Background: an optimization exercise with open tools, aiming at a short achievable clock period and few clock cycles. Do not read the settings as production practice.
Function was checked by simulation only, so behaviour that the tests miss may differ from the original.
Power and IR drop assume default switching activity.

### run.sh
#!/bin/bash
# synth_recipe.tcl (not shown) runs the flow's synth.tcl, then flattens the netlist and writes it again
# the make line also repeats each setting of config.mk as NAME=value (left out here)
make -C /OpenROAD-flow-scripts/flow DESIGN_CONFIG=/design/flow/config.mk WORK_HOME=/design/flow/orfs CLKGATE_MAP_FILE= SYNTH_SCRIPT=/design/flow/synth_recipe.tcl finish
### config.mk
export PLATFORM = sky130hd
export DESIGN_NAME = pxc_decoder
export DESIGN_NICKNAME = pxc_decoder
export VERILOG_FILES = /design/flow/design.v
export SDC_FILE = /design/flow/constraint.sdc
export NUM_CORES = 4
export LEC_CHECK = 0
export ABC_CLOCK_PERIOD_IN_PS = 2500
export CAP_MARGIN = 20
export CORE_MARGIN = 2
export CORE_UTILIZATION = 40
export SETUP_SLACK_MARGIN = 4.0
export SLEW_MARGIN = 20
### constraint.sdc
create_clock -name core_clock -period 6.5 [get_ports {clk}]
set_input_delay 1.3000 -clock core_clock [delete_from_list [all_inputs] [get_ports {clk}]]
set_output_delay 1.3000 -clock core_clock [all_outputs]
set_load 0.01 [all_outputs]
### design.v
module pxc_decoder (
    input             clk,
    input             rst,
    input             start,
    input      [3:0]  op,
    input      [4:0]  fmt,
    input      [10:0] width,
    input      [10:0] height,
    input      [23:0] in_len,
    output            busy,
    output reg        done,
    output reg [2:0]  sel_codec,
    output reg        sel_ov,
    output reg        sel_lr,
    output reg [1:0]  err,
    output reg [10:0] err_info,
    output reg        w_rsvd,
    output reg        w_dim,
    output reg        w_fmt,
    output reg        w_trunc,
    output reg        w_fallback,
    output reg [31:0] hdr,
    output            in_re,
    output     [21:0] in_addr,
    input      [31:0] in_rdata,
    output            pal_re,
    output     [7:0]  pal_raddr,
    input      [31:0] pal_rdata,
    output reg        pal_we,
    output reg [7:0]  pal_waddr,
    output reg [31:0] pal_wdata,
    output reg        out_we,
    output reg [21:0] out_addr,
    output reg [31:0] out_data
);
    localparam ERR_NONE    = 2'd0;
    localparam ERR_TRUNC   = 2'd1;
    localparam ERR_ILLEGAL = 2'd2;
    localparam C_NONE = 3'd0, C_I1 = 3'd1, C_I2 = 3'd2, C_I4 = 3'd3, C_I8 = 3'd4,
               C_565  = 3'd5, C_888 = 3'd6, C_8888 = 3'd7;
    localparam S_IDLE = 3'd0;    
    localparam S_DEC  = 3'd1;    
    localparam S_HDR  = 3'd2;    
    localparam S_WAIT = 3'd3;    
    localparam S_RES  = 3'd4;    
    localparam S_INIT = 3'd5;    
    localparam S_TC   = 3'd6;    
    localparam S_IX   = 3'd7;    
    reg [2:0]  state;
    reg        busy_r;
    reg [2:0]  wcnt;
    reg [3:0]  op_r;
    reg [4:0]  fmt_r;
    reg [10:0] w_r, h_r;
    reg [23:0] len_r;
    reg [31:0] hdr_new;
    assign busy = busy_r;
    reg [12:0] mq0, mq1, mq2, mq3, mq4;
    reg [10:0] mq5;
    reg [14:0] mr0, mr1;
    reg [13:0] mr2, mr2d;
    reg [18:0] ms0;
    reg [21:0] n_r;
    always @(posedge clk) begin
        mq0  <= ({2'd0, w_r} & {13{h_r[0]}}) + ({1'b0, w_r, 1'b0} & {13{h_r[1]}});
        mq1  <= ({2'd0, w_r} & {13{h_r[2]}}) + ({1'b0, w_r, 1'b0} & {13{h_r[3]}});
        mq2  <= ({2'd0, w_r} & {13{h_r[4]}}) + ({1'b0, w_r, 1'b0} & {13{h_r[5]}});
        mq3  <= ({2'd0, w_r} & {13{h_r[6]}}) + ({1'b0, w_r, 1'b0} & {13{h_r[7]}});
        mq4  <= ({2'd0, w_r} & {13{h_r[8]}}) + ({1'b0, w_r, 1'b0} & {13{h_r[9]}});
        mq5  <= w_r & {11{h_r[10]}};
        mr0  <= {2'd0, mq0} + {mq1, 2'd0};
        mr1  <= {2'd0, mq2} + {mq3, 2'd0};
        mr2  <= {1'd0, mq4} + {1'b0, mq5, 2'd0};
        ms0  <= {4'd0, mr0} + {mr1, 4'd0};
        mr2d <= mr2;
        n_r  <= {3'd0, ms0} + {mr2d, 8'd0};
    end
    reg  [23:0] pl_r;
    always @(posedge clk)
        pl_r <= (op_r == 4'd10) ? len_r - 24'd4 : len_r;
    function automatic sum_eq;
        input [24:0] a, b, k;
        reg   [24:0] c;
        begin
            c = {(a[23:0] & b[23:0]) | ((a[23:0] ^ b[23:0]) & ~k[23:0]), 1'b0};
            sum_eq = ((a ^ b ^ k) == c);
        end
    endfunction
    reg        eq2, eq3, eq4, n_zero, n_one;
    reg [21:0] nm1;
    reg [19:0] wn1, wn2, wn4, wn8;      
    always @(posedge clk) begin
        eq2    <= ({1'b0, pl_r} == {2'b00, n_r, 1'b0});
        eq4    <= ({1'b0, pl_r} == {1'b0, n_r, 2'b00});
        eq3    <= sum_eq({3'd0, n_r}, {2'd0, n_r, 1'b0}, {1'b0, pl_r});
        n_zero <= (n_r == 22'd0);
        n_one  <= (n_r == 22'd1);
        nm1    <= n_r - 22'd1;
        wn1    <= {3'd0, n_r[21:5]} + {19'd0, n_r[4:0] != 5'd0};
        wn2    <= {2'd0, n_r[21:4]} + {19'd0, n_r[3:0] != 4'd0};
        wn4    <= {1'd0, n_r[21:3]} + {19'd0, n_r[2:0] != 3'd0};
        wn8    <= n_r[21:2] + {19'd0, n_r[1:0] != 2'd0};
    end
    reg [24:0] d_ix0, d_ix2, d_ix4, d_ix16, d_ix256, d_565, d_888, d_8888;
    reg        lt_2, lt_4, lt_16, lt_256;
    always @(posedge clk) begin
        d_ix0   <= {1'b0, pl_r} - 25'd1;
        d_ix2   <= {1'b0, pl_r} - 25'd9;
        d_ix4   <= {1'b0, pl_r} - 25'd17;
        d_ix16  <= {1'b0, pl_r} - 25'd65;
        d_ix256 <= {1'b0, pl_r} - 25'd1025;
        d_565   <= {1'b0, pl_r} - 25'd2;
        d_888   <= {1'b0, pl_r} - 25'd3;
        d_8888  <= {1'b0, pl_r} - 25'd4;
        lt_2    <= (pl_r < 24'd8);
        lt_4    <= (pl_r < 24'd16);
        lt_16   <= (pl_r < 24'd64);
        lt_256  <= (pl_r < 24'd1024);
    end
    wire       fmt_indexed = (fmt_r >= 5'd7) && (fmt_r <= 5'd10);
    reg  [2:0] r_codec;
    reg        r_ov, r_lr, r_fb;
    always @(*) begin
        r_codec = C_565;
        r_ov    = 1'b0;
        r_lr    = 1'b0;
        r_fb    = 1'b0;
        if (op_r == 4'd0) begin
            if (eq2)      r_codec = C_565;
            else if (eq3) r_codec = C_888;
            else begin    r_codec = C_565; r_fb = 1'b1; end
        end else if (op_r <= 4'd7) begin
            r_codec = op_r[2:0];
        end else if (eq2) begin
            r_codec = C_565;
            r_ov    = (fmt_r != 5'd4);
        end else if (eq4) begin
            r_codec = C_8888;
            r_ov    = (fmt_r != 5'd5);
        end else if (fmt_indexed) begin
            r_codec = fmt_r[2:0] - 3'd6;           
        end else if (fmt_r == 5'd4) begin
            if (eq3) r_codec = C_888;
            else begin r_codec = C_565; r_fb = 1'b1; end
        end else if (fmt_r == 5'd5) begin
            r_codec = C_8888;
        end else begin
            r_codec = C_565;
            r_lr    = 1'b1;
            r_fb    = 1'b1;
        end
    end
    reg [2:0]  cod;
    reg        c_ov, c_lr, c_fb;
    wire       cod_ix   = (cod != C_565) && (cod != C_888) && (cod != C_8888);
    wire       pal_need = (op_r[3] && (op_r[1] || op_r[0])) && cod_ix;    
    reg  [5:0]  st_bpp;
    reg  [10:0] st_pbytes;     
    reg         st_lt;         
    reg  [24:0] st_d;          
    reg  [2:0]  st_dlo;
    reg  [10:0] st_pbase;      
    reg  [7:0]  st_kmax;
    reg  [19:0] st_words;      
    always @(*) begin
        case (cod)
            C_I1:    begin st_bpp = 6'd1;  st_pbytes = 11'd8;    st_lt = lt_2;   st_kmax = 8'd1;   st_words = wn1; end
            C_I2:    begin st_bpp = 6'd2;  st_pbytes = 11'd16;   st_lt = lt_4;   st_kmax = 8'd3;   st_words = wn2; end
            C_I4:    begin st_bpp = 6'd4;  st_pbytes = 11'd64;   st_lt = lt_16;  st_kmax = 8'd15;  st_words = wn4; end
            C_I8:    begin st_bpp = 6'd8;  st_pbytes = 11'd1024; st_lt = lt_256; st_kmax = 8'd255; st_words = wn8; end
            C_565:   begin st_bpp = 6'd16; st_pbytes = 11'd0;    st_lt = 1'b0;   st_kmax = 8'd0;   st_words = 20'd0; end
            C_888:   begin st_bpp = 6'd24; st_pbytes = 11'd0;    st_lt = 1'b0;   st_kmax = 8'd0;   st_words = 20'd0; end
            default: begin st_bpp = 6'd32; st_pbytes = 11'd0;    st_lt = 1'b0;   st_kmax = 8'd0;   st_words = 20'd0; end
        endcase
        st_dlo = 3'b111;
        if (!cod_ix) begin
            st_dlo = 3'b000;
            case (cod)
                C_565:   st_d = d_565;
                C_888:   st_d = d_888;
                default: st_d = d_8888;
            endcase
        end else if (!pal_need) begin
            st_d = d_ix0;
        end else begin
            case (cod)
                C_I1:    st_d = d_ix2;
                C_I2:    st_d = d_ix4;
                C_I4:    st_d = d_ix16;
                default: st_d = d_ix256;
            endcase
        end
        case (cod)
            C_I1:    st_pbase = pal_need ? 11'd8    : 11'd0;
            C_I2:    st_pbase = pal_need ? 11'd16   : 11'd0;
            C_I4:    st_pbase = pal_need ? 11'd64   : 11'd0;
            C_I8:    st_pbase = pal_need ? 11'd1024 : 11'd0;
            C_565:   st_pbase = 11'd1;
            C_888:   st_pbase = 11'd2;
            default: st_pbase = 11'd3;
        endcase
        if (op_r == 4'd10) st_pbase[2] = 1'b1;
    end
    reg [21:0] t_w;
    reg [1:0]  t_b;
    reg [4:0]  x_b;
    reg [23:0] r_hi;
    reg [5:0]  r_lo;
    reg [21:0] g_left;      
    reg        g_last;      
    reg        g_any;       
    reg [5:0]  g_step;      
    reg [4:0]  g_bmask;     
    reg        g_ix;        
    reg        g_565, g_888;
    reg        g_ld;        
    reg [8:0]  g_b0;        
    reg [255:0] vld;        
    reg [3:0]   fg, fg1;    
    reg [4:0]   fg2;        
    reg [4:0]   fg_p1;      
    reg [3:0]   fg_last;
    reg [31:0]  f_win;      
    reg         p_v;
    reg [7:0]   p_ent;
    reg [8:0]   p_addr;
    reg         f_done;
    reg         px_done;    
    reg [21:0]  fa;         
    reg [19:0]  f_left;     
    reg         f_any;      
    reg [31:0]  fq0, fq1, fq2, fq3;
    reg [2:0]   fq_n;
    reg [2:0]   fq_occ;     
    reg         x_v, x_last;
    reg [7:0]   x_idx;
    reg         y_v, y_last, y_hr;
    reg [7:0]   y_idx;
    reg [8:0]   y_addr;
    reg        in_re_r;
    reg [21:0] in_addr_r;
    reg        a_v, a_px, a_hit, a_pres, a_ld, a_fetch, a_end;
    reg [1:0]  a_off;
    reg [7:0]  a_pidx, a_ldi;
    reg        b_v, b_px, b_hit, b_pres, b_ld, b_fetch, b_end;
    reg [1:0]  b_off;
    reg [7:0]  b_pidx, b_ldi;
    reg        c_v, c_px, c_hit, c_pres, c_end;
    reg [1:0]  c_off;
    reg [31:0] cur, prev;
    reg        pal_re_r;
    reg [7:0]  pal_raddr_r;
    reg        d_v, d_px, d_hit, d_pres, d_end;
    reg [31:0] d_win;
    reg [21:0] ocnt;
    assign in_re     = in_re_r;
    assign in_addr   = in_addr_r;
    assign pal_re    = pal_re_r;
    assign pal_raddr = pal_raddr_r;
    wire       g_pres = ~r_hi[23];
    wire [6:0] r_lo_nx = {1'b0, r_lo} - {1'b0, g_step};
    wire [23:0] r_hi_nx = (r_lo_nx[6] && g_pres) ? r_hi - 24'd1 : r_hi;
    wire [2:0]  t_b_nx  = {1'b0, t_b} + g_step[5:3];
    wire [21:0] t_w_nx  = t_b_nx[2] ? t_w + 22'd1 : t_w;
    wire       miss      = y_v && g_ld && !y_hr;
    wire       fetch_ok  = f_any && !fq_occ[2];
    wire       do_fetch  = !miss && fetch_ok;
    wire       do_fill   = !miss && !fetch_ok && !f_done && p_v;
    wire       f_adv     = !f_done && (&f_win[15:0]);
    wire       ix_end    = px_done && f_done;
    wire [31:0] f_set = {{16{y_v && y_idx[7:4] == fg1}} & (16'd1 << y_idx[3:0]),
                         {16{y_v && y_idx[7:4] == fg}}  & (16'd1 << y_idx[3:0])} |
                        {{16{do_fill && p_ent[7:4] == fg1}} & (16'd1 << p_ent[3:0]),
                         {16{do_fill && p_ent[7:4] == fg}}  & (16'd1 << p_ent[3:0])};
    wire [15:0] f_set2 = {16{y_v && {1'b0, y_idx[7:4]} == fg2}} & (16'd1 << y_idx[3:0]);
    wire        f_beyond2 = (fg2 > {1'b0, fg_last});
    wire [31:0] f_win_nx = f_adv ? {(f_beyond2 ? 16'hFFFF : vld[{fg2[3:0], 4'd0} +: 16] | f_set2),
                                    f_win[31:16] | f_set[31:16]}
                                 : f_win | f_set;
    function automatic [2:0] first_zero4;     
        input [3:0] m;
        begin
            casez (m)
                4'b???0: first_zero4 = 3'b100;
                4'b??01: first_zero4 = 3'b101;
                4'b?011: first_zero4 = 3'b110;
                4'b0111: first_zero4 = 3'b111;
                default: first_zero4 = 3'b000;
            endcase
        end
    endfunction
    reg  [7:0] pk_ent;
    reg  [8:0] pk_addr;
    reg  [8:0] faddr;
    reg  [2:0] fzb;
    reg        pk_v;
    reg  [2:0] fzq;
    reg  [7:0] fent;
    integer    qi;
    always @(*) begin
        pk_v   = 1'b0;
        pk_ent = 8'd0;
        pk_addr = 9'd0;
        for (qi = 7; qi >= 0; qi = qi - 1) begin
            fzq  = first_zero4(f_win[4*qi +: 4]);
            fent = {qi < 4 ? fg : fg1, qi[1:0], fzq[1:0]};
            fzb  = {1'b0, fzq[1:0]} + {2'd0, g_b0[0]};
            if (!fzb[2])    faddr = {1'b0, fent[7:2], fzb[1:0]};
            else if (qi == 3) faddr = {fg_p1, 4'd0};
            else if (qi == 7) faddr = {fg2, 4'd0};
            else            faddr = {1'b0, qi < 4 ? fg : fg1, qi[1:0] + 2'd1, 2'd0};
            if (fzq[2] && !(y_v && y_idx == fent) && !(p_v && p_ent == fent)) begin
                pk_v   = 1'b1;
                pk_ent = fent;
                pk_addr = faddr;
            end
        end
    end
    reg  [7:0] ibyte;
    reg  [7:0] xidx;
    always @(*) begin
        case (x_b[4:3])
            2'd0:    ibyte = fq0[7:0];
            2'd1:    ibyte = fq0[15:8];
            2'd2:    ibyte = fq0[23:16];
            default: ibyte = fq0[31:24];
        endcase
        case (g_step[3:0])
            4'd1:    xidx = {7'd0, ibyte[3'd7 - x_b[2:0]]};
            4'd2:    case (x_b[2:1])
                         2'd0:    xidx = {6'd0, ibyte[7:6]};
                         2'd1:    xidx = {6'd0, ibyte[5:4]};
                         2'd2:    xidx = {6'd0, ibyte[3:2]};
                         default: xidx = {6'd0, ibyte[1:0]};
                     endcase
            4'd4:    xidx = x_b[2] ? {4'd0, ibyte[3:0]} : {4'd0, ibyte[7:4]};
            default: xidx = ibyte;
        endcase
    end
    wire       x_wend  = &(x_b | g_bmask);             
    wire       x_go    = (state == S_IX) && g_any && (!g_pres || fq_n != 3'd0);
    wire       x_pop   = x_go && g_pres && x_wend;
    wire       q_push  = b_v && b_fetch;
    wire [7:0] x_new   = g_pres ? xidx : 8'd0;
    always @(posedge clk) begin
        if (rst) begin
            state      <= S_IDLE;
            busy_r     <= 1'b0;
            done       <= 1'b0;
            sel_codec  <= C_NONE;
            sel_ov     <= 1'b0;
            sel_lr     <= 1'b0;
            err        <= ERR_NONE;
            err_info   <= 11'd0;
            w_rsvd     <= 1'b0;
            w_dim      <= 1'b0;
            w_fmt      <= 1'b0;
            w_trunc    <= 1'b0;
            w_fallback <= 1'b0;
            hdr        <= 32'd0;
            in_re_r    <= 1'b0;
            a_v        <= 1'b0;
            b_v        <= 1'b0;
            c_v        <= 1'b0;
            d_v        <= 1'b0;
            x_v        <= 1'b0;
            y_v        <= 1'b0;
            g_any      <= 1'b0;
            fq_n       <= 3'd0;
            fq_occ     <= 3'd0;
            pal_re_r   <= 1'b0;
            pal_we     <= 1'b0;
            out_we     <= 1'b0;
        end else begin
            done    <= 1'b0;
            in_re_r <= 1'b0;
            a_v     <= 1'b0;
            x_v     <= 1'b0;
            y_v     <= x_v;
            case (state)
                S_IDLE: begin
                    if (!busy_r && start) begin
                        busy_r  <= 1'b1;
                        state   <= S_DEC;
                        in_re_r <= (op == 4'd10);      
                    end
                end
                S_DEC: begin
                    sel_codec  <= C_NONE;
                    sel_ov     <= 1'b0;
                    sel_lr     <= 1'b0;
                    err        <= ERR_NONE;
                    err_info   <= 11'd0;
                    w_rsvd     <= 1'b0;
                    w_dim      <= 1'b0;
                    w_fmt      <= 1'b0;
                    w_trunc    <= 1'b0;
                    w_fallback <= 1'b0;
                    wcnt       <= 3'd3;
                    if (op_r > 4'd10) begin
                        err      <= ERR_ILLEGAL;
                        err_info <= {7'd0, op_r};
                        done     <= 1'b1;
                        busy_r   <= 1'b0;
                        state    <= S_IDLE;
                    end else if (op_r == 4'd10) begin
                        if (len_r < 24'd4) begin
                            err      <= ERR_TRUNC;
                            err_info <= 11'd4;
                            done     <= 1'b1;
                            busy_r   <= 1'b0;
                            state    <= S_IDLE;
                        end else begin
                            state <= S_HDR;
                        end
                    end else begin
                        state <= S_WAIT;
                    end
                end
                S_HDR: begin
                    w_rsvd <= (in_rdata[7:5] != 3'd0);
                    w_dim  <= (in_rdata[20:10] == 11'd0) || (in_rdata[31:21] == 11'd0);
                    w_fmt  <= (in_rdata[4:0] >= 5'd11);
                    wcnt   <= 3'd4;
                    state  <= S_WAIT;
                end
                S_WAIT: begin
                    wcnt <= wcnt - 3'd1;
                    if (wcnt == 3'd0) state <= S_RES;
                end
                S_RES: begin
                    cod   <= r_codec;
                    c_ov  <= r_ov;
                    c_lr  <= r_lr;
                    c_fb  <= r_fb;
                    state <= S_INIT;
                end
                S_INIT: begin
                    sel_codec  <= cod;
                    sel_ov     <= c_ov;
                    sel_lr     <= c_lr;
                    w_fallback <= c_fb;
                    t_w      <= {11'd0, st_pbase[10:2]};
                    t_b      <= st_pbase[1:0];
                    x_b      <= 5'd0;
                    r_hi     <= {{2{st_d[24]}}, st_d[24:3]};
                    r_lo     <= {st_d[2:0], st_dlo};
                    g_left   <= nm1;
                    g_last   <= n_one;
                    g_any    <= cod_ix && !n_zero;
                    g_step   <= st_bpp;
                    g_bmask  <= st_bpp[4:0] - 5'd1;
                    g_ix     <= cod_ix;
                    g_565    <= (cod == C_565);
                    g_888    <= (cod == C_888);
                    g_ld     <= pal_need;
                    g_b0     <= {8'd0, op_r == 4'd10};
                    vld      <= 256'd0;
                    fg       <= 4'd0;
                    fg1      <= 4'd1;
                    fg2      <= 5'd2;
                    fg_p1    <= 5'd1;
                    fg_last  <= st_kmax[7:4];
                    f_win    <= {st_kmax[7] ? 16'h0000 : 16'hFFFF,
                                 ~(16'hFFFF >> (4'd15 - st_kmax[3:0]))};
                    p_v      <= 1'b1;
                    p_ent    <= 8'd0;
                    p_addr   <= {8'd0, op_r == 4'd10};
                    f_done   <= !pal_need;
                    px_done  <= n_zero;
                    fa       <= {11'd0, st_pbase[10:2]};
                    f_left   <= st_words;
                    f_any    <= (st_words != 20'd0);
                    ocnt     <= 22'd0;
                    if (op_r == 4'd8) begin
                        done   <= 1'b1;
                        busy_r <= 1'b0;
                        state  <= S_IDLE;
                    end else if (pal_need && st_lt) begin
                        err       <= ERR_TRUNC;
                        err_info  <= st_pbytes;
                        sel_codec <= C_NONE;
                        done      <= 1'b1;
                        busy_r    <= 1'b0;
                        state     <= S_IDLE;
                    end else begin
                        if (op_r == 4'd10) hdr <= hdr_new;
                        if (cod_ix) begin
                            state <= S_IX;
                        end else if (!n_zero) begin
                            state <= S_TC;
                        end else begin
                            done   <= 1'b1;
                            busy_r <= 1'b0;
                            state  <= S_IDLE;
                        end
                    end
                end
                S_TC: begin
                    in_re_r <= g_pres;
                    a_v     <= 1'b1;
                    a_px    <= 1'b1;
                    a_hit   <= 1'b0;
                    a_pres  <= g_pres;
                    a_ld    <= 1'b0;
                    a_fetch <= 1'b0;
                    a_end   <= g_last;
                    a_off   <= t_b;
                    if (!g_pres) w_trunc <= 1'b1;
                    t_w     <= t_w_nx;
                    t_b     <= t_b_nx[1:0];
                    r_lo    <= r_lo_nx[5:0];
                    r_hi    <= r_hi_nx;
                    g_left  <= g_left - 22'd1;
                    g_last  <= (g_left == 22'd1);
                    if (g_last) state <= S_IDLE;
                end
                S_IX: begin
                    if (x_go) begin
                        x_v    <= 1'b1;
                        x_idx  <= x_new;
                        x_last <= g_last;
                        if (!g_pres) w_trunc <= 1'b1;
                        x_b    <= x_b + g_step[4:0];
                        r_lo   <= r_lo_nx[5:0];
                        r_hi   <= r_hi_nx;
                        g_left <= g_left - 22'd1;
                        g_last <= (g_left == 22'd1);
                        if (g_last) g_any <= 1'b0;
                    end
                    in_re_r <= miss || do_fetch || do_fill;
                    a_v     <= 1'b1;
                    a_px    <= y_v;
                    a_hit   <= !miss;
                    a_pres  <= 1'b1;
                    a_ld    <= miss || do_fill;
                    a_fetch <= do_fetch;
                    a_end   <= ix_end;
                    if (y_v)     vld[y_idx] <= 1'b1;
                    if (do_fill) vld[p_ent] <= 1'b1;
                    if (do_fetch) begin
                        fa     <= fa + 22'd1;
                        f_left <= f_left - 20'd1;
                        f_any  <= (f_left != 20'd1);
                    end
                    if (f_adv) begin
                        if (fg == fg_last) f_done <= 1'b1;
                        fg  <= fg1;
                        fg1 <= fg2[3:0];
                        fg2 <= fg2 + 5'd1;
                        fg_p1 <= fg2;
                    end
                    f_win  <= f_win_nx;
                    p_v    <= pk_v;
                    p_ent  <= pk_ent;
                    p_addr <= pk_addr;
                    if (y_v && y_last) px_done <= 1'b1;
                    if (ix_end) state <= S_IDLE;
                end
                default: state <= S_IDLE;
            endcase
            b_v      <= a_v;
            c_v      <= b_v;
            pal_we   <= b_v && b_ld;
            pal_re_r <= b_v && b_px && b_hit;
            d_v      <= c_v;
            out_we <= d_v && d_px;
            if (d_v && d_px) ocnt <= ocnt + 22'd1;
            if (d_v && d_end) begin
                done   <= 1'b1;
                busy_r <= 1'b0;
            end
            if (state == S_INIT) begin
                fq_n   <= 3'd0;
                fq_occ <= 3'd0;
            end else begin
                fq_n   <= fq_n + {2'd0, q_push} - {2'd0, x_pop};
                fq_occ <= fq_occ + {2'd0, state == S_IX && do_fetch} - {2'd0, x_pop};
            end
        end
        if (!busy_r) begin
            op_r  <= op;
            fmt_r <= fmt;
            w_r   <= width;
            h_r   <= height;
            len_r <= in_len;
        end else if (state == S_HDR) begin
            hdr_new <= in_rdata;
            fmt_r   <= in_rdata[4:0];
            w_r     <= in_rdata[20:10];
            h_r     <= in_rdata[31:21];
        end
        if (!busy_r)        in_addr_r <= 22'd0;
        else if (!g_ix)     in_addr_r <= t_w;
        else if (miss)      in_addr_r <= {13'd0, y_addr};
        else if (fetch_ok)  in_addr_r <= fa;
        else                in_addr_r <= {13'd0, p_addr};
        if (miss) a_ldi <= y_idx;
        else      a_ldi <= p_ent;
        a_pidx <= y_idx;
        y_idx  <= x_idx;
        y_last <= x_last;
        y_addr <= {1'b0, x_idx} + g_b0;
        y_hr   <= vld[x_idx] || (y_v && y_idx == x_idx) || (do_fill && p_ent == x_idx);
        if (x_pop) begin
            fq0 <= (q_push && fq_n == 3'd1) ? in_rdata : fq1;
            fq1 <= (q_push && fq_n == 3'd2) ? in_rdata : fq2;
            fq2 <= (q_push && fq_n == 3'd3) ? in_rdata : fq3;
            fq3 <= in_rdata;
        end else if (q_push) begin
            if (fq_n == 3'd0) fq0 <= in_rdata;
            if (fq_n == 3'd1) fq1 <= in_rdata;
            if (fq_n == 3'd2) fq2 <= in_rdata;
            if (fq_n == 3'd3) fq3 <= in_rdata;
        end
        b_px    <= a_px;
        b_hit   <= a_hit;
        b_pres  <= a_pres;
        b_ld    <= a_ld;
        b_fetch <= a_fetch;
        b_end   <= a_end;
        b_off   <= a_off;
        b_pidx  <= a_pidx;
        b_ldi   <= a_ldi;
        c_px        <= b_px;
        c_hit       <= b_hit;
        c_pres      <= b_pres;
        c_end       <= b_end;
        c_off       <= b_off;
        cur         <= in_rdata;
        prev        <= cur;
        pal_waddr   <= b_ldi;
        pal_wdata   <= {in_rdata[31:24], in_rdata[7:0], in_rdata[15:8], in_rdata[23:16]};
        pal_raddr_r <= b_pidx;
        d_px   <= c_px;
        d_hit  <= c_hit;
        d_pres <= c_pres;
        d_end  <= c_end;
        d_win  <= win;
        out_addr <= ocnt;
        if (d_hit)        out_data <= pal_rdata;
        else if (!d_pres) out_data <= 32'd0;
        else if (g_565)   out_data <= {8'hFF, d_win[4:0], d_win[4:2], d_win[10:5], d_win[10:9],
                                       d_win[15:11], d_win[15:13]};
        else if (g_888)   out_data <= {8'hFF, d_win[23:0]};
        else              out_data <= d_win;
    end
    reg [31:0] win;
    always @(*) begin
        if (g_ix)
            win = pal_wdata;
        else if (g_565)
            win = c_off[1] ? {16'd0, cur[31:16]} : {16'd0, cur[15:0]};
        else if (g_888)
            case (c_off)
                2'd0:    win = {8'd0, cur[7:0], prev[31:16]};
                2'd1:    win = {8'd0, cur[15:0], prev[31:24]};
                2'd2:    win = {8'd0, cur[23:0]};
                default: win = {8'd0, cur[31:8]};
            endcase
        else
            win = cur;
    end
endmodule
==> summary.txt <==
-- report_power, final --
group / internal (uW) / switching [uW] / leakage, uW / total (uW)
clock: 5580 / 4170 / 0.00276 / 9750
combinational: 3010 / 3670 / 0.0211 / 6680
sequential: 11300 / 845 / 0.0135 / 12200
-- kinds of logic after synthesis --
group,after synthesis,share of synthesized area (%)
mux,422,8.81
other cells,1,0.00505
xor+xnor,569,6.71
flops,1523,50.9
compound gates,1241,11.1
fa+ha+maj,268,4.88
buf+inv,664,3.54
simple gates,2243,14.1
-- cell type report --
cell class,count,area (um^2)
fillers,15200,84100
multi-input cells,4767,40400
flip-flops and latches,1523,38100
repair buffers,1120,12300
clock buffers,238,4900
well taps,2480,3100
inverters,265,1070
clock inverters,69,719
diodes,8,20.0
-- Yosys cell counts (22+ instances only) --
cell type and number:
mux4_2 171, dfxtp_1 796, or3_1 41, mux2_2 133, o21ai_0 328, o211ai_1 23
clkbuf_1 288, edfxtp_1 727, fa_1 36, a21boi_0 32, nand2_1 605, a21o_1 26
buf_1 39, nand4_1 63, nor3_1 107, ha_1 232, buf_2 59, mux2i_1 112
nand2b_1 51, xnor2_1 426, nor2_1 779, a21oi_1 266, and2_1 170, nor4_1 62
o22ai_1 46, xor2_1 143, and3_1 52, nor2b_1 86, nand3_1 135, a211oi_1 22
inv_1 246, o21a_1 28, a221oi_1 251, a22oi_1 62
-- flip-flops by register name, summed over array words and instances, names as in the netlist, 31 cells and up --
signal    flops
cur          31
fq0          32
d_win        32
hdr_new      32
hdr          32
fq3          32
fq1          32
fq2          32
out_data     32
vld         256
f_win        32
-- metal layers --
layer / routed length (um) / vias up
met5: 356 / -
li1: - / 26900
met3: 33900 / 1178
met1: 108000 / 30700
met4: 17800 / 24
met2: 127000 / 4111
-- metrics by stage --
| step | utilization, % | std cells |
|---|---|---|
| detailed placement | 43.2 | 9426 |
| global placement | 43.2 | 9426 |
| CTS | 50.7 | 10200 |
| floorplan | - | 6934 |
| finish | 54.5 | 10500 |
| global route | 54.5 | 10500 |
-- path summary, 6_finish.rpt --
| kind | start | end | cells past startpoint |
|---|---|---|---|
| max | x_idx[1]$_SDFFCE_PP0P_ | y_hr$_DFF_P_ | 8 |
| min | mq4[0]$_DFF_P_ | mr2[0]$_DFF_P_ | 0 |
| max reg2reg | x_idx[1]$_SDFFCE_PP0P_ | y_hr$_DFF_P_ | 8 |
| min reg2reg | mq4[0]$_DFF_P_ | mr2[0]$_DFF_P_ | 0 |
-- what timing repair did --
| action | CTS | global route |
|---|---|---|
| setup endpoints to repair | 1513 | 832 |
| resized for setup | 1930 | 899 |
| setup buffers | 442 | 209 |
| hold endpoints to repair | 0 | 0 |
| gates cloned | 47 | 31 |
| pin swaps | 238 | 457 |
==> flow_summary.toml <==
[status]
status = "timing/DRC/antenna clean"

[grt]
grt_overflow = 0
antenna_found_initial = 25
gr-usage-met2_pct = 42.8
grt_use_met1_pct = 35.5
grt-busiest-layer = "met2"
grt_max_degree = 134
grt_pass1_wl_mm = 392
first_global_vias = 59100
grt_util_all_layers_pct = 27.5
grtUsageMet3_pct = 7.30

[timing]
worst_slack_ns = 3.51
hold_viol = 0
finalCritPeriodShare_pct = 46.0
fmax_mhz = 334
fin_crit_ns = 2.99
tightest_slew_ns = 1.09
maxSlewHeadroom_pct = 27.4
final.setup.tns_ns = 0
finalClockSkew_ns = 0.0602
slew_viol_final = 0
rsz0062_at_grt = "yes"
setup_viol = 0
holdWs_ns = 0.314

[clock_tree]
cts_buffers = 165
cts_num_sinks = 1523
clk_latency_ns = 0.86
clkTransAtPathRegs_ns = 0.06
cts_tree = "done"
root_buffer = "clkbuf_16"
cts_hold_buffers = 0
clockBufferDepth = 3
ctsHtreeMaxLevel = 4

[synth]
synth_area_um2 = 74200
syn_area_per_cell_um2 = 10.7
synth.largest_area_cell = "edfxtp_1"
ys_seq_elements = 1523
synth_flop_cell = "dfxtp_1"
synth_top_area_share_pct = 29.4
syn-instance-count = 6931
synth_edf_count = 727
ys_types = 94
synth-async-reset-ratio_pct = 0
ys.warnings.count = 1
ys_top_cells_by_area = "edfxtp_1 (29%), dfxtp_1 (21%), mux4_2 (5.2%), xnor2_1 (5.0%), nor2_1 (3.9%)"
seq_area_frac_synth_pct = 50.9

[hold_path]
hold_path_class = "flop to flop"

[floorplanning]
pin_count = 307
die-area_um2 = 189000
dieWidth_um = 435
core.rowCount = 158
die_h_um = 435
initial_core_util_pct = 40.2
coreArea_um2 = 185000

[cells_and_area]
final_cell_mix = "edfxtp_1 (727), nor2_1 (631), dfxtp_1 (625)"
nNetsFinal = 8232
fin_area_um2 = 101000
syn2layout_area_growth_pct = 35.6
layout_commonest_cell = "edfxtp_1"
drive_gt1_share_pct = 34.5

[route]
wirelength_mm = 287
drcViolationCount = 0
post_drt_wl_per_cell_um = 27.4
vias = 62900
viasPerCell = 6.01
dr.first_iter.drc_count = 8230
drtAntennaViolNets = 0
firstDrtPassIters = 7

[critical_path]
worstPathArrival_ns = 3.69
crit_required_ns = 7.19
setup.worst_path.class = "flop to flop"
cp_cell_sequence = "buf_12, mux4_2, mux4_2, mux2_4, nand4_1, o31ai_2, a311oi_2, o211ai_1"
reg2reg_slack_ns = 3.51
path_buf_inv = 1
max_stage_delay_ns = 0.51
crit_family = "multiplexers"
cp_common_cell = "mux4_2"
cp_max_fo = 71
cpMaxStageDelayCell = "mux4_2"
cp-end-kind = "flop"
critPathLaunchType = "flop"

[power]
p_per_area_nw_per_um2 = 284
p_total_uw = 28600
p_leak_uw = 0.0374
peakVddDrop_mv = 0.248

[placement]
post-place-ws_ns = 2.10
gp_congestion = 0.976
port_buffers = 302
hpwl_mm = 174
dpl_cell_area_um2 = 79800

[job]
cap_violations = 0
Testbench counts, summed over its fixed seeds: cycles 86,196.

==> port drivers added, routing unchanged <==
Ports are ideal in the flow. The routed layout listed here was re-timed in OpenROAD. Step 1, drivers: a clkbuf_16 drives clk and a buf_2 each remaining input, both assumed. Step 2 also shifts input and output timing later by t, the mid clock arrival at the registers, as if the neighbouring blocks saw the same clock. Three values: ideal, step 1, step 2; two values: the first two.
t (ns): 0.912
slack for setup (ns): 3.508 / 3.508 / 3.001
hold slack, ns: 0.314 / 0.314 / 0.314
worst setup path after step 2: input to register
clock arrival spread, ns: 0.064 / 0.064
After both steps this run still meets setup and hold. For this run, drivers alone change the setup slack by 0.000 ns; drivers and shift together by -0.507 ns.
